What follows belongs to an exercise in optimizing a design on an open flow for small area, a short achievable clock period and few clock cycles; a production flow would make more cautious choices. RTL that was checked went through simulation tests only; none was proved equivalent to the original. For runs 1 and 2, only the layout was checked, not whether the RTL still works. No activity file was given, so power comes from the tool's default toggle rates.

==> flow/config.mk <==
export PLATFORM = sky130hd
export DESIGN_NAME = rle_codec
export DESIGN_NICKNAME = rle_codec
export VERILOG_FILES = /design/flow/design.v
export SDC_FILE = /design/flow/constraint.sdc
export NUM_CORES = 4
export LEC_CHECK = 0
export ABC_AREA = 1
export CAP_MARGIN = 20
export CORE_MARGIN = 2
export CORE_UTILIZATION = 70
export CTS_BUF_LIST = sky130_fd_sc_hd__clkbuf_8
export CTS_CLUSTER_DIAMETER = 150
export CTS_CLUSTER_SIZE = 18
export GPL_TIMING_DRIVEN = 1
export SETUP_SLACK_MARGIN = 5
export SLEW_MARGIN = 20
==> flow/constraint.sdc <==
create_clock -name core_clock -period 11.0 [get_ports {clk}]
set_input_delay 2.2000 -clock core_clock [delete_from_list [all_inputs] [get_ports {clk}]]
set_output_delay 2.2000 -clock core_clock [all_outputs]
set_load 0.01 [all_outputs]
==> flow/design.v <==
module drift_score (
    input  wire       clk,
    input  wire       shift,       
    input  wire [7:0] b,
    output wire [7:0] last,        
    output wire       over         
);
    reg [127:0] r;
    reg [31:0]  p;
    reg [2:0]   kt;
    assign last = r[7:0];
    function [2:0] tadd;
        input [2:0] a, b;
        begin
            tadd[0] = a[0] | b[0];
            tadd[1] = a[1] | b[1] | (a[0] & b[0]);
            tadd[2] = a[2] | b[2] | (a[1] & b[0]) | (a[0] & b[1]);
        end
    endfunction
    function [2:0] therm;
        input [1:0] x;
        therm = {x[1] & x[0], x[1], x[1] | x[0]};
    endfunction
    function [2:0] ones2;
        input [1:0] x;
        ones2 = {1'b0, x[1] & x[0], x[1] | x[0]};
    endfunction
    wire [7:0] d  = b ^ r[127:120];
    wire [2:0] nt = tadd(tadd(ones2(d[1:0]), ones2(d[3:2])),
                         tadd(ones2(d[5:4]), ones2(d[7:6])));
    wire [1:0] pn = {nt[1], (nt[0] & !nt[1]) | nt[2]};
    wire [2:0] s0 = tadd(therm(p[1:0]),   therm(p[3:2]));
    wire [2:0] s1 = tadd(therm(p[5:4]),   therm(p[7:6]));
    wire [2:0] s2 = tadd(therm(p[9:8]),   therm(p[11:10]));
    wire [2:0] s3 = tadd(therm(p[13:12]), therm(p[15:14]));
    wire [2:0] s4 = tadd(therm(p[17:16]), therm(p[19:18]));
    wire [2:0] s5 = tadd(therm(p[21:20]), therm(p[23:22]));
    wire [2:0] s6 = tadd(therm(p[25:24]), therm(p[27:26]));
    wire [2:0] k14 = tadd(tadd(tadd(s0, s1), tadd(s2, s3)), tadd(tadd(s4, s5), s6));
    wire [2:0] sc = tadd(kt, nt);
    assign over = sc[2];
    always @(posedge clk) begin
        if (shift) begin
            r  <= {r[119:0], b};
            p  <= {p[29:0], pn};
            kt <= tadd(k14, nt);
        end
    end
endmodule
module rle_encoder (
    input  wire       clk,
    input  wire       rst,
    input  wire       cmd_valid,
    output wire       cmd_ready,
    input  wire [1:0] cmd_op,
    input  wire [7:0] cmd_byte,
    output wire       out_valid,
    input  wire       out_ready,
    output wire [7:0] out_byte
);
    localparam [1:0] OP_BYTE = 2'b01, OP_FLUSH = 2'b10, OP_INIT = 2'b11;
    localparam [7:0] MARKER = 8'h7E;
    reg       iv, rdy;
    reg [1:0] iop;
    reg [7:0] ib;
    reg [4:0] widx;         
    reg       full;         
    reg       any;          
    reg       supp;         
    reg [2:0] run;
    reg       xv, xt, xe;
    reg [7:0] ob;
    reg [2:0] xr;
    reg [7:0] xd;
    reg       yv, ym, yt, ye;
    reg [2:0] yr;
    reg [7:0] yd;
    assign cmd_ready = rdy;
    assign out_valid = xv;
    assign out_byte  = ob;
    wire acc   = cmd_valid && rdy;
    wire go    = iv && !yv;                      
    wire xlast = !xt && !xe;
    wire xfree = !xv || (xlast && out_ready);    
    wire is_byte  = (iop == OP_BYTE);
    wire is_flush = (iop == OP_FLUSH);
    wire [7:0] last;
    wire over;
    drift_score u_score (.clk(clk), .shift(go && is_byte), .b(ib), .last(last), .over(over));
    wire [7:0] prev = any ? last : 8'd0;
    wire now_full = full || (widx == 5'd31);
    wire mark     = now_full && over && !supp;
    wire [7:0] delta  = ib ^ prev;
    wire       absorb = (delta == 8'd0) && (run != 3'd7);
    wire       esc    = (delta[7:5] != 3'd0) || (delta[4:0] == 5'd31) ||
                        (run == 3'd3 && delta == 8'd30);
    reg       nm, nt, ne;
    reg [2:0] nr;
    reg [7:0] nd;
    always @* begin
        nm = 1'b0; nt = 1'b0; ne = 1'b0; nr = run; nd = delta;
        if (is_byte) begin
            nm = mark;
            nt = !absorb;
            ne = !absorb && esc;
        end else if (is_flush) begin
            nt = (run != 3'd0);
            nr = run - 3'd1;
            nd = 8'd0;
        end
    end
    wire nv = go && (nm | nt);
    wire       lm = yv ? ym : nm;
    wire       lt = yv ? yt : nt;
    wire       le = yv ? ye : ne;
    wire [2:0] lr = yv ? yr : nr;
    wire [7:0] ld = yv ? yd : nd;
    wire iv_next = acc || (iv && !go);
    wire yv_next = !xfree && (yv || nv);
    always @(posedge clk) begin
        if (rst) begin
            iv   <= 1'b0;
            rdy  <= 1'b1;
            widx <= 5'd0;
            full <= 1'b0;
            any  <= 1'b0;
            supp <= 1'b0;
            run  <= 3'd0;
            xv <= 1'b0; xt <= 1'b0; xe <= 1'b0;
            yv <= 1'b0;
        end else begin
            if (acc) begin
                iop <= cmd_op;
                ib  <= cmd_byte;
            end
            iv  <= iv_next;
            rdy <= !(iv_next && yv_next);
            yv <= yv_next;
            if (xfree) begin
                xv <= yv || nv;
                xt <= lm && lt;
                xe <= le;
                xr <= lr;
                xd <= ld;
                ob <= lm ? MARKER : {lr, le ? 5'd31 : ld[4:0]};
            end else begin
                if (out_ready) begin
                    if (xt) begin
                        xt <= 1'b0;
                        ob <= {xr, xe ? 5'd31 : xd[4:0]};
                    end else begin
                        xe <= 1'b0;
                        ob <= xd;
                    end
                end
                if (nv) begin
                    ym <= nm; yt <= nt; ye <= ne; yr <= nr; yd <= nd;
                end
            end
            if (go) begin
                case (iop)
                    OP_BYTE: begin
                        widx <= widx + 5'd1;
                        if (widx == 5'd31) full <= 1'b1;
                        any <= 1'b1;
                        if (now_full) supp <= mark;
                        run <= absorb ? run + 3'd1 : 3'd0;
                    end
                    OP_FLUSH: run <= 3'd0;
                    OP_INIT: begin
                        widx <= 5'd0;
                        full <= 1'b0;
                        any  <= 1'b0;
                        supp <= 1'b0;
                        run  <= 3'd0;
                    end
                    default: ;
                endcase
            end
        end
    end
endmodule
module rle_decoder (
    input  wire        clk,
    input  wire        rst,
    input  wire        cmd_valid,
    output wire        cmd_ready,
    input  wire [1:0]  cmd_op,
    input  wire [7:0]  cmd_byte,
    input  wire [15:0] cmd_cap,
    output wire        out_valid,
    input  wire        out_ready,
    output wire [7:0]  out_byte,
    output wire [15:0] out_index,
    output wire        res_valid,
    output wire [1:0]  res_status,
    output wire [15:0] res_count
);
    localparam [1:0] OP_BYTE = 2'b01, OP_END = 2'b10, OP_INIT = 2'b11;
    localparam [1:0] ST_OK = 2'd0, ST_CAP = 2'd1, ST_TRUNC = 2'd2;
    localparam [7:0] MARKER = 8'h7E;
    reg        iv, rdy;
    reg [1:0]  iop;
    reg [7:0]  ib;
    reg        esc_pending;
    reg [2:0]  esc_run;
    reg [15:0] room;        
    reg [1:0]  status;
    reg [7:0]  prev;
    reg [15:0] out_count;
    reg        xu, xend, xinit, xh;
    reg [2:0]  xk;
    reg [7:0]  xd;
    reg        yv, yh;
    reg [2:0]  yc;
    reg [7:0]  yd;
    assign cmd_ready  = rdy;
    assign out_valid  = xu;
    assign out_byte   = prev;
    assign out_index  = out_count;
    assign res_valid  = xend;
    assign res_status = xd[1:0];
    assign res_count  = out_count;
    wire acc   = cmd_valid && rdy;
    wire xlast = (xk == 3'd0) || (xk == 3'd1 && !xh);
    wire xfree = !xu || (xlast && out_ready);
    wire xstep = xu && out_ready;
    wire ok      = (status == ST_OK);
    wire is_byte = (iop == OP_BYTE);
    wire       plain   = (ib != MARKER) && (ib[4:0] != 5'd31);
    wire       unit    = ok && (esc_pending || plain);
    wire [2:0] u_run   = esc_pending ? esc_run : ib[7:5];
    wire [7:0] u_delta = esc_pending ? ib : {3'd0, ib[4:0]};
    wire       room_hi = (room[15:3] != 13'd0);
    wire       room_nz = room_hi || (room[2:0] != 3'd0);
    wire       fits    = room_hi || (room[2:0] > u_run);      
    wire [4:0]  lo_left   = {1'b0, room[3:0]} + {2'b01, ~u_run};
    wire [11:0] hi_dec    = room[15:4] - 12'd1;
    wire [15:0] room_left = {lo_left[4] ? room[15:4] : hi_dec, lo_left[3:0]};
    reg       nv, nh;
    reg [2:0] nc;
    reg [7:0] nd;
    always @* begin
        nv = 1'b0; nh = 1'b0; nc = 3'd0; nd = u_delta;
        case (iop)
            OP_BYTE: begin
                nv = unit && room_nz;
                nh = fits;
                nc = fits ? u_run : room[2:0];
            end
            OP_END: begin
                nv = 1'b1;
                nd = {6'd0, (ok && esc_pending) ? ST_TRUNC : status};
            end
            OP_INIT: begin
                nv = 1'b1;
                nd = 8'd4;
            end
            default: ;
        endcase
    end
    wire n_c0 = is_byte && unit && room_nz && (u_run == 3'd0);
    wire go   = iv && (!yv || !nv);            
    wire ln   = iv && !yv && nv;               
    wire       lh = yv ? yh : nh;
    wire [2:0] lc = yv ? yc : nc;
    wire [7:0] ld = yv ? yd : nd;
    wire       lunit = yv ? (yh || yc != 3'd0) : (ln && (nh || nc != 3'd0));
    wire       lctl  = yv ? (!yh && yc == 3'd0) : (ln && !nh && nc == 3'd0);
    wire       l_c0  = yv ? (yh && yc == 3'd0) : (iv && n_c0);
    wire iv_next = acc || (iv && !go);
    wire yv_next = !xfree && (yv || ln);
    wire esc_next = (go && iop == OP_INIT) ? 1'b0 :
                    (go && is_byte && ok) ? (!esc_pending && ib != MARKER && ib[4:0] == 5'd31) :
                    esc_pending;
    wire st_bad  = !ok && !(go && iop == OP_INIT);
    wire quiet   = (cmd_op == 2'b00) ||
                   (cmd_op == OP_BYTE && (st_bad || (!esc_next &&
                    (cmd_byte == MARKER || cmd_byte[4:0] == 5'd31))));
    always @(posedge clk) begin
        if (rst) begin
            esc_pending <= 1'b0;
            esc_run     <= 3'd0;
            room        <= 16'd0;
            status      <= ST_OK;
            prev        <= 8'd0;
            out_count   <= 16'd0;
            xu    <= 1'b0;
            xend  <= 1'b0;
            xinit <= 1'b0;
            yv    <= 1'b0;
            iv    <= 1'b0;
            rdy   <= 1'b1;
        end else begin
            if (acc) begin
                iop <= cmd_op;
                ib  <= cmd_byte;
            end
            iv  <= iv_next;
            rdy <= !(iv_next && yv_next && !(acc && quiet));
            if (xinit)
                out_count <= 16'd0;
            else if (xstep)
                out_count <= out_count + 16'd1;
            if (xfree && l_c0)
                prev <= (xinit ? 8'd0 : prev) ^ ld;
            else if (xinit)
                prev <= 8'd0;
            else if (xstep && xk == 3'd1 && xh)
                prev <= prev ^ xd;
            if (xfree) begin
                xu    <= lunit;
                xend  <= lctl && !ld[2];
                xinit <= lctl && ld[2];
                xh    <= lh && lc != 3'd0;
                xk    <= lc;
                xd    <= ld;
            end else if (xstep) begin
                if (xk != 3'd0) xk <= xk - 3'd1;
                if (xk == 3'd1) xh <= 1'b0;
            end
            if (!yv) begin
                yh <= nh; yc <= nc; yd <= nd;
            end
            yv <= yv_next;
            if (go) begin
                case (iop)
                    OP_BYTE: begin
                        if (ok && !esc_pending && ib != MARKER && ib[4:0] == 5'd31)
                            esc_run <= ib[7:5];
                        if (unit) begin
                            if (fits) begin
                                room <= room_left;
                            end else begin
                                room   <= 16'd0;
                                status <= ST_CAP;
                            end
                        end
                    end
                    OP_END: begin
                        if (ok && esc_pending) status <= ST_TRUNC;
                    end
                    OP_INIT: begin
                        esc_run     <= 3'd0;
                        status      <= ST_OK;
                    end
                    default: ;
                endcase
            end
            if (acc && cmd_op == OP_INIT) room <= cmd_cap;
            esc_pending <= esc_next;
        end
    end
endmodule
module rle_codec (
    input  wire        clk,
    input  wire        rst,
    input  wire        enc_cmd_valid,
    output wire        enc_cmd_ready,
    input  wire [1:0]  enc_cmd_op,
    input  wire [7:0]  enc_cmd_byte,
    output wire        enc_out_valid,
    input  wire        enc_out_ready,
    output wire [7:0]  enc_out_byte,
    input  wire        dec_cmd_valid,
    output wire        dec_cmd_ready,
    input  wire [1:0]  dec_cmd_op,
    input  wire [7:0]  dec_cmd_byte,
    input  wire [15:0] dec_cmd_cap,
    output wire        dec_out_valid,
    input  wire        dec_out_ready,
    output wire [7:0]  dec_out_byte,
    output wire [15:0] dec_out_index,
    output wire        dec_res_valid,
    output wire [1:0]  dec_res_status,
    output wire [15:0] dec_res_count
);
    rle_encoder u_enc (
        .clk(clk), .rst(rst),
        .cmd_valid(enc_cmd_valid), .cmd_ready(enc_cmd_ready),
        .cmd_op(enc_cmd_op), .cmd_byte(enc_cmd_byte),
        .out_valid(enc_out_valid), .out_ready(enc_out_ready), .out_byte(enc_out_byte)
    );
    rle_decoder u_dec (
        .clk(clk), .rst(rst),
        .cmd_valid(dec_cmd_valid), .cmd_ready(dec_cmd_ready),
        .cmd_op(dec_cmd_op), .cmd_byte(dec_cmd_byte), .cmd_cap(dec_cmd_cap),
        .out_valid(dec_out_valid), .out_ready(dec_out_ready),
        .out_byte(dec_out_byte), .out_index(dec_out_index),
        .res_valid(dec_res_valid), .res_status(dec_res_status), .res_count(dec_res_count)
    );
endmodule
==> flow/flow/run.sh <==
#!/bin/bash
# Standard ORFS layout, with faster port buffers (buf_4 in place of the
# default delay-cell buffer) and a deeper setup repair. Each make run's
# full output goes to a log file of its own in this folder.
set -euo pipefail
bash standard.sh synth > synth.log 2>&1
bash standard.sh \
    BUFFER_PORTS_ARGS="-buffer_cell sky130_fd_sc_hd__buf_4" \
    SETUP_SLACK_MARGIN=${FLOW_SETUP_MARGIN:-7.5} \
    finish > layout.log 2>&1
==> flow/standard.sh <==
#!/bin/bash
# synth_recipe.tcl (not shown) runs the flow's synth.tcl, then flattens the netlist and writes it again
# the make line also repeats each setting of config.mk as NAME=value (left out here)
make -C /OpenROAD-flow-scripts/flow DESIGN_CONFIG=/design/flow/config.mk WORK_HOME=/design/flow/orfs CLKGATE_MAP_FILE= SYNTH_SCRIPT=/design/flow/synth_recipe.tcl "${@:-finish}"
==> results.txt, run 1 <==
Ys Warns=3; Critical R2R Launch=u_dec.esc_pending; syn_area_per_cell=between 10 and 15 sq um; fillers=1185; Cells after Synth=between 1000 and 1500; synthesized area=roughly 0.013 sq mm; routed wire length=approximately 23000 um; routed wl met3=around 1200 um; library cells used by synthesis=~50; Worst Skew=slightly below 20 ps; number of global-route vias before repair=approximately 8000; CP Data Required Time=approximately 8800 ps; H-tree levels=1; PwrDens=137.7 mW/mm^2; global route overflow=0; root buffer cell=clkbuf_8; CTS Sinks=around 310; critical path capture point type=primary output; delay-heaviest family, CP=flip-flops; layout cells sized above 1=0.1223; I/O pins=slightly below 100; Reg2Reg Capture Point=u_dec.room[5]; total vias in the final route=8567; worst skew pair latency=550 ps; Die Width=between 100 and 150 um; maximum vdd drop=139.2 uV; hold_buf cts=0; Min-Delay Path Class=reg2reg; global-route usage over all layers=0.2371; Row Count=49; Hold Worst Slack=418.5 ps; post-synth top area share=0.5426; critical-path cell list=buf_4; Fmax=approximately 290 MHz; # diodes=0; initial antenna violation count=0; die footprint=just under 0.02 sq mm; Yosys top cell by area=edfxtp_1; Final #Nets=between 1000 and 1500; Worst-path clk slew=between 100 and 150 ps; Post-Syn Nets=1302; ys flop type=edfxtp_1; CTS resizes=0; Top Layer Used=met4; Reg2Reg Depth=13; gp weighted congestion=a little over 0.8; largest net degree at the start of global routing=about 100; Final TNS setup=0 ps; DRT antenna net count=0; Final Hold Fails=0; Hold Path Cell Cnt=0; post-CTS setup buffers=0; Core Area=between 0.015 and 0.02 sq mm; DRC violations left=0; wire per inst=14.97 um; hold path start=u_enc.u_score.r[108]; CP Buf/Inv Count=1; WL met2=between 10000 and 15000 um; Max transition margin=0.3224; M1 WL=11030 um; final setup fails=0; ys async rst share=0; IO Port Bufs=96; min Tclk post-route=3427 ps; commonest non-fill, non-tap cells in the layout=nand2_1, edfxtp_1, inv_1, nor2_1, buf_4; RSZ-0062 raised after global routing=no; Slew @ Worst Pin=between 1000 and 1500 ps; EDFF count, synth=approximately 240; biggest cell delay along the critical path=approximately 500 ps; DRT iter0 DRCs=~650; Yosys reg bits=slightly above 300; max-cap violations=0; Period Utilization, post-route=0.3116; Final Slew Violations=0; Hold EP=u_enc.u_score.r[116]; crit path kind=reg2out; status=no timing/DRC/antenna violations; CTS Buf Count=20; register-to-register setup slack=about 8000 ps; critical path's slowest cell=dfxtp_1; Power, Total=a little under 2 mW; crit path DAT=around 1200 ps; Lkg Pwr=approximately 5.8 nW; first-pass GRT wire length=roughly 38000 um; Final HPWL DP=roughly 16000 um; critical path startpoint category=flip-flop; critical path fanouts, max=3; top cells by area, synth=edfxtp_1, dfxtp_1, nand2_1, nor2_1, inv_1; most common cell after layout, fill and taps aside=nand2_1; Clock Path Buffers=3; register area share after synthesis=0.6484; synthesis-to-finish area growth=9.533%; CTS tree=built; Initial DRT Pass Iterations=5; average vias per placed instance=5.457; Die H=approximately 140 um; Starting Density=0.7197
report_power, final:
group,internal (mW),switching (mW)
Sequential,1.27,0.0202
Combinational,0.0652,0.110
Clock,0.179,0.328
synthesized netlist by cell type (2+ instances only):
cell,instances
a21oi_1,46
xnor2_1,3
o21ai_1,20
o21bai_1,3
nor2_4,2
nor2_1,148
a32o_1,3
xor2_1,39
nand2_4,3
a221oi_1,2
buf_4,20
a22oi_1,3
nor3_1,17
inv_2,7
dfxtp_1,69
o21ai_0,47
nand2_2,3
nand3_1,63
nand2_1,271
a22o_1,6
nor3b_1,5
a211oi_1,6
clkinv_1,2
a21o_1,2
inv_1,138
ha_1,16
clkbuf_1,14
buf_2,2
a31oi_1,6
nand3_2,3
edfxtp_1,236
nand4_1,12
nor2_2,6
nand3b_1,3
worst reg2reg max path: cells and delay by family (launching register included):
kind,cells,cell delay (ps)
AND/OR/NAND/NOR,5,780
flip-flops,1,570
adder cells (fa/ha/maj),1,390
AO/OA/AOI/OAI,5,710
buffers and inverters,2,260
per-stage QoR:
stage | utilization | instance area, sq um | setup slack (ps) | std cells
2_1_floorplan | - | 13150 | 7359 | 1243
3_3_place_gp | 0.7688 | 13950 | 7163 | 1534
3_5_place_dp | 0.7688 | 13950 | 7080 | 1534
4_1_cts | 0.7878 | 14300 | 7547 | 1570
5_1_grt | 0.7883 | 14310 | 7523 | 1570
6_report | 0.7883 | 14310 | 7573 | 1570
layer usage:
| layer | vias up | GRT usage |
|---|---|---|
| li1 | 4314 | - |
| met1 | 3994 | 0.3530 |
| met2 | 223 | 0.3780 |
| met3 | 36 | 0.03397 |
| met4 | 0 | 0.05842 |
| met5 | - | 0 |
layout make-up:
type / instances / area, sq um / share of cell area
Sequential cell: 305 / 8471 / 0.5921
Multi-Input combinational cell: 754 / 3899 / 0.2725
Timing Repair Buffer: 99 / 747.0 / 0.05222
Inverter: 147 / 556.8 / 0.03892
Clock buffer: 21 / 289.0 / 0.02020
Tap cell: 229 / 286.5 / 0.02003
Clock inverter: 15 / 56.30 / 0.003936
flip-flops by register name, summed over array words and instances (netlist names), 3 cells and up:
name	count
u_dec.out_count	16
u_dec.ib	8
u_enc.ib	8
u_dec.yc	3
u_enc.u_score.kt	3
u_enc.u_score.r	128
u_dec.esc_run	3
u_enc.yr	3
u_dec.prev	8
u_dec.xd	8
u_enc.u_score.p	28
u_enc.yd	8
u_dec.xk	3
u_enc.run	3
u_enc.xr	3
u_dec.room	16
u_enc.xd	8
u_enc.widx	5
u_enc.ob	8
u_dec.yd	8
how the worst max path moves through the flow:
| stage | from | endpoint | slack (ps) | cells past startpoint |
|---|---|---|---|---|
| 2_1_floorplan | u_enc.iv | u_enc.run[2] | 7360 | 7 |
| 3_3_place_gp | enc_out_ready | u_enc.xd[5] | 7160 | 5 |
| 3_5_place_dp | dec_out_ready | u_dec.prev[7] | 7080 | 7 |
| 4_1_cts | u_dec.xu | dec_out_valid | 7550 | 1 |
| 5_1_grt | u_dec.xu | dec_out_valid | 7520 | 1 |
| 6_report | u_dec.xu | dec_out_valid | 7570 | 1 |
logic make-up (layout without fill, tap and decap cells):
| logic type | count (synthesis) | count (layout) | synth area share |
|---|---|---|---|
| buffers and inverters | 184 | 282 | 0.05940 |
| xor gates and xnor gates | 42 | 42 | 0.02817 |
| adders and majority gates | 17 | 17 | 0.01686 |
| and+or+nand+nor | 544 | 544 | 0.1792 |
| AOI/OAI and AO/OA | 151 | 151 | 0.06802 |
| DFF | 305 | 305 | 0.6484 |
==> inputs of run 2 (changes only) <==
--- a/flow/config.mk
+++ b/flow/config.mk
@@ -7,3 +7,4 @@
 export LEC_CHECK = 0
-export ABC_AREA = 1
+export ABC_AREA = 0
+export ABC_CLOCK_PERIOD_IN_PS = 3000
 export CAP_MARGIN = 20
@@ -14,3 +15,2 @@
 export CTS_CLUSTER_SIZE = 18
-export GPL_TIMING_DRIVEN = 1
 export SETUP_SLACK_MARGIN = 5
==> results.txt, run 2 <==
gp weighted congestion=0.9033 (+9.9%); Final #Nets=1201 (-13%); Die H=141.1 um (+0.38%); Clock Path Buffers=3 (unchanged); register-to-register setup slack=7770 ps (-470 ps); DRT antenna net count=0 (unchanged); DRC violations left=0 (unchanged); Ys Warns=3 (unchanged); Multi-input gate area=0.004299 sq mm (+10%); RSZ-0062 raised after global routing=no; critical path startpoint category=input pin; CTS Buf Count=20 (unchanged); total vias in the final route=8469 (-1.1%); top flop regs=u_enc.u_score.r x128, u_enc.u_score.p x28; Final HPWL DP=16600 um (+2.1%); root buffer cell=clkbuf_8; min Tclk post-route=3388 ps (-38.78 ps); synthesis-to-finish area growth=8.802%; Final Hold Fails=0 (unchanged); syn_area_per_cell=12.24 sq um (+17%); Fmax=295.1 MHz (+1.1%); number of global-route vias before repair=7678 (-3.8%); critical-path cell list=buf_4, clkinvlp_4, and3_1, a31o_2, nand2_1, a21o_1; register area=0.008468 sq mm (about the same); dpl cells=1350 (-12%); Hold Path Cell Cnt=0 (unchanged); sw power=0.4758 mW (+3.7%); I/O pins=97 (unchanged); fillers=1197 (+1.0%); PwrDens=138.8 mW/mm^2 (+0.80%); post-route non-filler standard cell count=1390 (-11%); IO Port Bufs=96 (unchanged); CP Data Required Time=11510 ps (+2710 ps); CP Buf/Inv Count=2 (+1); Die Width=141.1 um (+0.38%); Max transition margin=0.3297 (+0.007250); Hold Worst Slack=415.4 ps (-3.120 ps); met3 Use GR=0.03431 (+0.0003397); final setup fails=0 (unchanged); register area share after synthesis=0.6433 (-0.005054); Core Area=0.01858 sq mm (+2.4%); dpl ws=6533 ps (-547.2 ps); Slew @ Worst Pin=1005 ps (-7.134 ps); Worst Skew=29.93 ps (+10.58 ps); hold_buf cts=0 (unchanged); synthesized area=0.01316 sq mm (+0.79%); maximum vdd drop=128.4 uV (-7.8%); Row Count=50 (+2.0%); biggest cell delay along the critical path=490 ps (about the same); Comb pwr share=0.092 (+0.003); H-tree levels=1 (unchanged); commonest non-fill, non-tap cells in the layout=edfxtp_1, buf_4, nor2_1, nand2_1, dfxtp_1; EDFF count, synth=236 (unchanged); top-count cell post-synth=edfxtp_1; Lkg Pwr=4.940 nW (-15%); critical path fanouts, max=50 (+47); post-route setup slack=7612 ps (+38.78 ps); Flop pwr share=0.650 (-0.003); # diodes=0 (unchanged); largest net degree at the start of global routing=93 (-6.1%); wire per inst=17.76 um (+19%); top cells by area, synth=edfxtp_1, dfxtp_1, nor2_1, a21oi_1, nand2_1; top cells by count, synth=edfxtp_1, nor2_1, nand2_1, dfxtp_1, a21oi_1; max-cap violations=0 (unchanged); worst skew pair latency=580 ps (+30 ps); Power, Total=1.988 mW (+0.91%); crit path DAT=3900 ps (+2670 ps); Final TNS setup=0 ps (unchanged); internal cell power=1.512 mW (about the same); library cells used by synthesis=89 (+75%); Largest Register=u_enc.u_score.r; ys flop type=edfxtp_1; delay-heaviest family, CP=buffers and inverters; Yosys top cell by area=edfxtp_1; GR Layer Usage met2=0.3774 (-0.0006037); first-pass GRT wire length=39190 um (+2.5%); status=no timing/DRC/antenna violations; Yosys reg bits=305 (unchanged); routed wire length=24690 um (+5.1%); layout cells sized above 1=0.1471 (+0.02476); GR peak layer=met1; Period Utilization, post-route=0.3080 (-0.003525); Min-Delay Path Class=reg2reg; DRT iter0 DRCs=775 (+20%); most common cell after layout, fill and taps aside=edfxtp_1; CTS tree=built; average vias per placed instance=6.093 (+12%); critical path capture point type=flip-flop; Starting Density=0.7084 (-0.01125); die footprint=0.01992 sq mm (+0.76%); crit path kind=in2reg; critical path's slowest cell=buf_4; Initial DRT Pass Iterations=5 (unchanged); CTS Sinks=305 (unchanged); ys async rst share=0 (unchanged); Crit path depth=6 (+5); global-route usage over all layers=0.2467 (+0.009652); max reg flops=128 (unchanged); initial antenna violation count=0 (unchanged); clock share of power=0.258 (about the same); global route overflow=0 (unchanged); switch share=0.2393 (+0.006534); Cells after Synth=1075 (-14%); Final Slew Violations=0 (unchanged); Worst-path clk slew=110 ps (about the same); post-synth top area share=0.5384 (-0.004230); Reg2Reg Depth=5 (-8); met1 GRT Util=0.3817 (+0.02872); Post-Syn Nets=1134 (-13%)
==> run 2: cell types whose count changed in the layout (fill, tap and decap cells not counted), sizes merged, moves of 12 or more <==
| cell | change |
|---|---|
| a21oi | +22 |
| inv | -115 |
| nand2 | -193 |
| nand2b | +12 |
| nand3 | -40 |
| nor2 | -52 |
| nor3 | +16 |
| nor4 | +14 |
| o31ai | +14 |
| xor2 | -12 |
==> run 2: per-stage QoR <==
step                        util  cell area (sq um)
after floorplan                -              13190
after global placement    0.7489              13910
after detailed placement  0.7492              13920
after CTS                 0.7686              14280
after global routing      0.7708              14320
final                     0.7708              14320
==> run 2: final cells by class <==
type | instances | area share
inverter | 32 | 0.008649
clock inverter | 16 | 0.005067
sequential | 305 | 0.5913
multi-input combinational | 678 | 0.3002
clock buffer | 20 | 0.01922
timing repair inverter | 1 | 0.0003495
timing repair buffer | 104 | 0.05478
tap | 234 | 0.02044
==> run 2: routing by layer <==
metal	up-vias	wire [um]
met5	-	0
met2	265	11300
li1	4133	-
met3	23	1456
met4	0	344
met1	4048	11580
==> run 2: kinds of logic (layout without fill, tap and decap cells) <==
group	after synthesis	count (layout)	share of synthesized area
and+or+nand+nor	348	348	0.1324
DFF	305	305	0.6433
AOI/OAI and AO/OA	256	256	0.1289
buffers and inverters	92	173	0.03336
xor gates and xnor gates	38	38	0.03013
adders and majority gates	21	21	0.01987
muxes	15	15	0.01198
==> run 2: timing repair <==
action                                 CTS  global route
endpoints found under the hold margin    0             0
cloned                                   1             0
pin swaps                                0             0
setup endpoints to repair               34            13
setup buffers                            0             3
resized for setup                        2             3
==> run 2: path summary, 6_finish.rpt <==
check,from,to
setup / recovery,rst,u_enc.rdy
setup reg to reg,u_enc.yv,u_enc.u_score.p[24]
hold / removal,u_enc.u_score.r[87],u_enc.u_score.r[95]
hold reg to reg,u_enc.u_score.r[87],u_enc.u_score.r[95]
==> run 2: worst reg2reg max path: cells and delay by family (launching register included) <==
kind	cells	cell delay, ps
and+or+nand+nor	3	870
buffers and inverters	2	1350
DFF	1	560
==> run 2: power by group through the flow <==
stage | sequential (mW) | combinational, mW | clock, mW
global route | 1.30 | 0.202 | 0.569
floorplan | 1.31 | 0.129 | 0
global placement | 1.32 | 0.172 | 0
detailed placement | 1.32 | 0.176 | 0
CTS | 1.29 | 0.177 | 0.531
finish | 1.29 | 0.183 | 0.513
==> inputs of run 3 (changes only) <==
--- a/flow/design.v
+++ b/flow/design.v
@@ -282,10 +282,7 @@
             esc_pending <= 1'b0;
-            esc_run     <= 3'd0;
             room        <= 16'd0;
             status      <= ST_OK;
-            prev        <= 8'd0;
-            out_count   <= 16'd0;
             xu    <= 1'b0;
             xend  <= 1'b0;
-            xinit <= 1'b0;
+            xinit <= 1'b1;       
             yv    <= 1'b0;
@@ -331,8 +328,4 @@
                         if (unit) begin
-                            if (fits) begin
-                                room <= room_left;
-                            end else begin
-                                room   <= 16'd0;
-                                status <= ST_CAP;
-                            end
+                            room <= room_left;
+                            if (!fits) status <= ST_CAP;
                         end
@@ -342,6 +335,3 @@
                     end
-                    OP_INIT: begin
-                        esc_run     <= 3'd0;
-                        status      <= ST_OK;
-                    end
+                    OP_INIT: status <= ST_OK;
                     default: ;
--- a/flow/config.mk
+++ b/flow/config.mk
@@ -7,10 +7,9 @@
 export LEC_CHECK = 0
-export ABC_AREA = 0
-export ABC_CLOCK_PERIOD_IN_PS = 3000
+export ABC_AREA = 1
 export CAP_MARGIN = 20
 export CORE_MARGIN = 2
-export CORE_UTILIZATION = 70
+export CORE_UTILIZATION = 75
 export CTS_BUF_LIST = sky130_fd_sc_hd__clkbuf_8
 export CTS_CLUSTER_DIAMETER = 150
-export CTS_CLUSTER_SIZE = 18
+export CTS_CLUSTER_SIZE = 16
 export SETUP_SLACK_MARGIN = 5
==> results.txt, run 3 <==
synthesis-to-finish area growth=9.620%; CP Buf/Inv Count=1 (-1); critical path fanouts, max=6 (-88%); Cells after Synth=1163 (+8.2%); sw power=0.4836 mW (+1.6%); Core Area=0.01718 sq mm (-7.6%); Critical R2R Launch=u_enc.yv; register-to-register setup slack=7970 ps (+200 ps); dpl ws=6678 ps (+145.2 ps); Worst-path clk slew=100 ps (about the same); most common cell after layout, fill and taps aside=edfxtp_1; hold path start=u_enc.u_score.r[115]; Ys Warns=3 (unchanged); Period Utilization, post-route=0.3129 (+0.004880); # diodes=0 (unchanged); syn_area_per_cell=11.22 sq um (-8.4%); CTS tree=built; final setup fails=0 (unchanged); status=no timing/DRC/antenna violations; Initial DRT Pass Iterations=5 (unchanged); Die H=135.9 um (-3.7%); PwrDens=142.8 mW/mm^2 (+2.9%); EDFF count, synth=263 (+11%); biggest cell delay along the critical path=490 ps (about the same); Clock Path Buffers=3 (unchanged); max reg flops=128 (unchanged); DRT iter0 DRCs=741 (-4.4%); delay-heaviest family, CP=flip-flops; top cells by area, synth=edfxtp_1, dfxtp_1, nand2_1, nor2_1, inv_1; Power, Total=2.043 mW (+2.8%); Row Count=48 (-4.0%); Final Slew Violations=0 (unchanged); internal cell power=1.559 mW (+3.1%); critical-path cell list=buf_4; first-pass GRT wire length=39210 um (about the same); DRT antenna net count=0 (unchanged); Comb pwr share=0.087 (-0.005); Lkg Pwr=5.610 nW (+14%); critical path capture point type=primary output; wire per inst=16.67 um (-6.2%); average vias per placed instance=5.791 (-5.0%); CTS Buf Count=23 (+15%); IO Port Bufs=96 (unchanged); Reg2Reg Capture Point=u_enc.u_score.r[64]; dpl cells=1448 (+7.3%); critical path startpoint category=flip-flop; Largest Register=u_enc.u_score.r; hold_buf cts=0 (unchanged); post-route setup slack=7558 ps (-53.68 ps); ys async rst share=0 (unchanged); top cells by count, synth=edfxtp_1, nand2_1, nor2_1, inv_1, o21ai_0; maximum vdd drop=134.8 uV (+5.0%); Final HPWL DP=17090 um (+2.9%); layout cells sized above 1=0.1328 (-0.01425); Multi-input gate area=0.003659 sq mm (-15%); Hold EP=u_enc.u_score.r[123]; Fmax=290.5 MHz (-1.6%); clock share of power=0.269 (+0.011); fillers=988 (-17%); ys flop type=edfxtp_1; synthesized area=0.01305 sq mm (-0.89%); library cells used by synthesis=56 (-37%); Min-Delay Path Class=reg2reg; Final Hold Fails=0 (unchanged); total vias in the final route=8628 (+1.9%); gp weighted congestion=0.8856 (-2.0%); routed wire length=24830 um (+0.59%); initial antenna violation count=0 (unchanged); DRC violations left=0 (unchanged); Final Instance Area=0.01430 sq mm (-0.15%); Reg2Reg Depth=5 (unchanged); top flop regs=u_enc.u_score.r x128, u_enc.u_score.p x28; H-tree levels=1 (unchanged); root buffer cell=clkbuf_8; switch share=0.2367 (-0.002603); Die Width=135.9 um (-3.7%); Hold Path Cell Cnt=0 (unchanged); crit path kind=reg2out; worst skew pair latency=560 ps (-20 ps); global route overflow=0 (unchanged); commonest non-fill, non-tap cells in the layout=edfxtp_1, nand2_1, nor2_1, inv_1, buf_4; Layout Utilization=0.8325 (+0.06176); Max transition margin=0.4070 (+0.07726); number of global-route vias before repair=8035 (+4.6%); Final #Nets=1307 (+8.8%); register area share after synthesis=0.6699 (+0.02652); CP Data Required Time=8800 ps (-2710 ps); Starting Density=0.7595 (+0.05105); I/O pins=97 (unchanged); register area=0.008740 sq mm (+3.2%); Post-Syn Nets=1222 (+7.8%); global-route usage over all layers=0.2698 (+0.02307); largest net degree at the start of global routing=72 (-23%); Hold Worst Slack=415.4 ps (+0.06400 ps); DP Area=0.01387 sq mm (-0.38%); Worst Skew=28.37 ps (-1.560 ps); post-synth top area share=0.6054 (+0.06701); CTS Sinks=305 (unchanged); top-count cell post-synth=edfxtp_1; RSZ-0062 raised after global routing=no; Slew @ Worst Pin=886.3 ps (-119.2 ps); crit path DAT=1240 ps (-2660 ps); Final TNS setup=0 ps (unchanged); Yosys top cell by area=edfxtp_1; die footprint=0.01846 sq mm (-7.3%); min Tclk post-route=3442 ps (+53.68 ps); critical path's slowest cell=edfxtp_1; max-cap violations=0 (unchanged); Flop pwr share=0.644 (-0.006); post-route non-filler standard cell count=1490 (+7.2%); Yosys reg bits=305 (unchanged)
==> run 3: cells by family after synthesis <==
group                    count (synthesis)  synth area share
buffers and inverters                  162           0.05409
adder cells (fa/ha/maj)                 17           0.01688
AND/OR/NAND/NOR                        470            0.1572
AO/OA/AOI/OAI                          173           0.07769
XOR/XNOR                                35           0.02350
flip-flops                             305            0.6699
multiplexers                             1         0.0007673
==> run 3: power groups by stage <==
stage	sequential [mW]	clock [mW]	combinational [mW]
after floorplan	1.34	0	0.121
after global placement	1.34	0	0.167
after detailed placement	1.34	0	0.175
after CTS	1.32	0.562	0.177
after global routing	1.32	0.600	0.200
final	1.32	0.549	0.178
==> run 3: worst max-delay path by stage <==
stage / startpoint / endpoint / cells after the start
floorplan: u_enc.iv / u_enc.run[2] / 7
global placement: dec_cmd_op[1] / u_dec.room[1] / 7
detailed placement: dec_cmd_op[1] / u_dec.room[2] / 7
CTS: u_enc.yv / u_enc.u_score.r[64] / 5
global route: u_dec.out_count[7] / dec_res_count[7] / 1
finish: u_dec.out_count[7] / dec_res_count[7] / 1
==> run 3: routing by layer <==
layer	up-vias	share of wire	GRT usage	wire length, um
met1	4095	0.43	0.3920	10680
met3	47	0.069	0.03691	1724
met4	0	0.017	0.05845	420
met5	-	0	0	0
li1	4142	-	-	-
met2	344	0.48	0.4458	12010
==> run 3: final cells by class <==
class,count,share of cell area
flip-flops and latches,305,0.6112
multi-input cells,696,0.2558
repair buffers,99,0.05250
inverters,123,0.03255
clock buffers,23,0.02214
well taps,225,0.01969
clock inverters,19,0.006125
==> run 3: what timing repair did <==
| action | 4_1_cts | 5_1_grt |
|---|---|---|
| buffers inserted | 0 | 0 |
| endpoints found under the setup margin | 19 | 92 |
| resized for setup | 2 | 5 |
Testbench counts of run 3, summed over its fixed seeds: cycles 31,223.
==> inputs of run 4 (changes only) <==
--- a/flow/config.mk
+++ b/flow/config.mk
@@ -10,6 +10,6 @@
 export CORE_MARGIN = 2
-export CORE_UTILIZATION = 75
+export CORE_UTILIZATION = 70
 export CTS_BUF_LIST = sky130_fd_sc_hd__clkbuf_8
 export CTS_CLUSTER_DIAMETER = 150
-export CTS_CLUSTER_SIZE = 16
+export CTS_CLUSTER_SIZE = 18
 export SETUP_SLACK_MARGIN = 5
==> results.txt, run 4 <==
top cells by area, synth=edfxtp_1, dfxtp_1, nand2_1, nor2_1, inv_1; Yosys reg bits=305 (unchanged); DRC violations left=0 (unchanged); PwrDens=140.2 mW/mm^2 (-1.8%); sw power=0.4615 mW (-4.6%); DRT antenna net count=0 (unchanged); largest net degree at the start of global routing=70 (-2.8%); average vias per placed instance=5.625 (-2.9%); wire per inst=15.80 um (-5.2%); H-tree levels=1 (unchanged); number of global-route vias before repair=7832 (-2.5%); die footprint=0.01974 sq mm (+6.9%); synthesis-to-finish area growth=9.256%; Fmax=291.0 MHz (+0.15%); commonest non-fill, non-tap cells in the layout=edfxtp_1, nand2_1, nor2_1, inv_1, buf_4; worst skew pair latency=540 ps (-20 ps); CTS Buf Count=20 (-13%); I/O pins=97 (unchanged); critical path capture point type=primary output; top-count cell post-synth=edfxtp_1; Final TNS setup=0 ps (unchanged); Starting Density=0.7188 (-0.04063); max-cap violations=0 (unchanged); Slew @ Worst Pin=921.4 ps (+35.11 ps); Flop pwr share=0.658 (+0.014); critical path's slowest cell=edfxtp_1; final setup fails=0 (unchanged); Lkg Pwr=5.584 nW (-0.46%); Post-Syn Nets=1222 (unchanged); most common cell after layout, fill and taps aside=edfxtp_1; Final #Nets=1306 (-0.077%); DRT iter0 DRCs=682 (-8.0%); delay-heaviest family, CP=flip-flops; Largest Register=u_enc.u_score.r; register area share after synthesis=0.6699 (unchanged); top cells by count, synth=edfxtp_1, nand2_1, nor2_1, inv_1, o21ai_0; global-route usage over all layers=0.2373 (-0.03251); critical path fanouts, max=6 (unchanged); Die Width=140.5 um (+3.4%); Final HPWL DP=15970 um (-6.5%); global route overflow=0 (unchanged); register area=0.008740 sq mm (unchanged); Core Area=0.01815 sq mm (+5.7%); Final Hold Fails=0 (unchanged); internal cell power=1.537 mW (-1.4%); hold_buf cts=0 (unchanged); CP Buf/Inv Count=1 (unchanged); routed wire length=23550 um (-5.2%); top flop regs=u_enc.u_score.r x128, u_enc.u_score.p x28; CTS Sinks=305 (unchanged); Die H=140.5 um (+3.4%); maximum vdd drop=129.8 uV (-3.8%); switch share=0.2309 (-0.005835); total vias in the final route=8381 (-2.9%); critical path startpoint category=flip-flop; Comb pwr share=0.088 (about the same); crit path DAT=1240 ps (about the same); crit path kind=reg2out; Clock Path Buffers=3 (unchanged); Layout Utilization=0.7854 (-0.04716); critical-path cell list=buf_4; RSZ-0062 raised after global routing=no; Multi-input gate area=0.003665 sq mm (+0.17%); post-synth top area share=0.6054 (unchanged); min Tclk post-route=3437 ps (-5.320 ps); Cells after Synth=1163 (unchanged); Ys Warns=3 (unchanged); # diodes=0 (unchanged); CTS tree=built; Crit path depth=1 (unchanged); biggest cell delay along the critical path=510 ps (+20 ps); ys async rst share=0 (unchanged); Yosys top cell by area=edfxtp_1; Worst-path clk slew=110 ps (about the same); ys flop type=edfxtp_1; Hold Path Cell Cnt=0 (unchanged); Final Slew Violations=0 (unchanged); Min-Delay Path Class=reg2reg; library cells used by synthesis=56 (unchanged); clock share of power=0.254 (-0.015); max reg flops=128 (unchanged); Max transition margin=0.3851 (-0.02189); gp weighted congestion=0.9161 (+3.4%); register-to-register setup slack=7820 ps (-150 ps); Worst Skew=15.23 ps (-13.14 ps); status=no timing/DRC/antenna violations; first-pass GRT wire length=37980 um (-3.1%); CP Data Required Time=8800 ps (about the same); synthesized area=0.01305 sq mm (unchanged); initial antenna violation count=0 (unchanged); fillers=1173 (+19%); syn_area_per_cell=11.22 sq um (unchanged); IO Port Bufs=96 (unchanged); Reg2Reg Depth=5 (unchanged); Period Utilization, post-route=0.3124 (-0.0004836); Initial DRT Pass Iterations=5 (unchanged); EDFF count, synth=263 (unchanged); layout cells sized above 1=0.1316 (-0.001165); Row Count=49 (+2.1%); root buffer cell=clkbuf_8
==> run 4: cell counts after synthesis <==
Identical to the previous run, type by type.
==> run 4: stage by stage <==
stage	cell area [sq um]	std cells	hold slack [ps]	total power [mW]	worst slack [ps]
final	14250	1490	421.8	1.999	7563
after global routing	14250	1490	433.3	2.075	7510
after CTS	14230	1489	424.7	2.011	7517
after detailed placement	13870	1452	404.5	1.515	6707
after global placement	13870	1452	400.7	1.507	6764
after floorplan	13090	1163	400.3	1.457	7362
==> run 4: logic make-up after synthesis <==
kind of cell,count (synthesis),synth area share
AO/OA/AOI/OAI,173,0.07769
XOR/XNOR,35,0.02350
adder cells (fa/ha/maj),17,0.01688
buffers and inverters,162,0.05409
flip-flops,305,0.6699
multiplexers,1,0.0007673
AND/OR/NAND/NOR,470,0.1572
==> run 4: final timing paths <==
path | to | start
worst max-delay path | dec_out_index[11] | u_dec.out_count[11]
worst min-delay path | u_enc.u_score.r[58] | u_enc.u_score.r[50]
worst max register to register | u_enc.u_score.p[15] | u_enc.yv
worst min register to register | u_enc.u_score.r[58] | u_enc.u_score.r[50]
==> run 4: final cells by class <==
| cell class | instances | area share |
|---|---|---|
| Clock buffer | 21 | 0.02028 |
| Clock inverter | 15 | 0.003950 |
| Inverter | 123 | 0.03266 |
| Multi-Input combinational cell | 697 | 0.2571 |
| Sequential cell | 305 | 0.6132 |
| Tap cell | 229 | 0.02010 |
| Timing Repair Buffer | 100 | 0.05267 |
==> run 4: what timing repair did <==
| item | CTS | global route |
|---|---|---|
| endpoints found under the setup margin | 90 | 40 |
| gates resized for setup | 2 | 4 |
| pin swaps | 1 | 0 |
| setup buffers | 0 | 0 |
| gates cloned | 1 | 0 |
==> run 4: routing by layer <==
metal | global-route usage | share of wire | vias up
met5 | 0 | 0 | -
met4 | 0.04947 | 0.015 | 0
met3 | 0.02940 | 0.052 | 32
met2 | 0.3744 | 0.46 | 255
met1 | 0.3648 | 0.48 | 3951
li1 | - | - | 4143
==> run 4: power by group through the flow <==
stage / logic [mW] / registers [mW] / clock network [mW]
global route: 0.198 / 1.32 / 0.557
finish: 0.176 / 1.32 / 0.508
floorplan: 0.121 / 1.34 / 0
global placement: 0.168 / 1.34 / 0
CTS: 0.175 / 1.31 / 0.521
detailed placement: 0.174 / 1.34 / 0

-- afterwards: timing with drivers on the ports --
The results above use ideal ports. As a check the final layouts listed here were re-extracted and re-timed, cells and wires unchanged. Step 1 sets driving cells, clkbuf_16 on the clock port and buf_2 on the other inputs (assumed; they add their load-dependent delay and slew). Step 2 moves the port delays by t, midway between the first and last clock arrival at a register: inputs arrive t later, outputs are due t later. That takes back most of the time a late clock gives input paths. a / b / c = no drivers / after step 1 / after step 2; a / b = the first two.
run | shift t [ns] | slack for setup (ns) | worst hold slack (ns) | worst register clock-pin slew, ns | worst data-port slew with drivers (ns)
run 1 | 0.579 | 7.573 / 7.531 / 7.068 | 0.418 / 0.418 / 0.418 | 0.12 / 0.12 | 0.05
run 2 | 0.603 | 7.612 / 7.575 / 7.027 | 0.415 / 0.415 / 0.415 | 0.12 / 0.12 | 0.06
run 3 | 0.587 | 7.558 / 7.516 / 7.080 | 0.415 / 0.415 / 0.415 | 0.10 / 0.10 | 0.06
run 4 | 0.571 | 7.563 / 7.523 / 7.092 | 0.422 / 0.422 / 0.422 | 0.12 / 0.12 | 0.04
After both steps setup and hold are still met in every run listed. The setup slack of run 2, which loses most, moves by -0.037 ns with the drivers and by -0.585 ns with both steps.
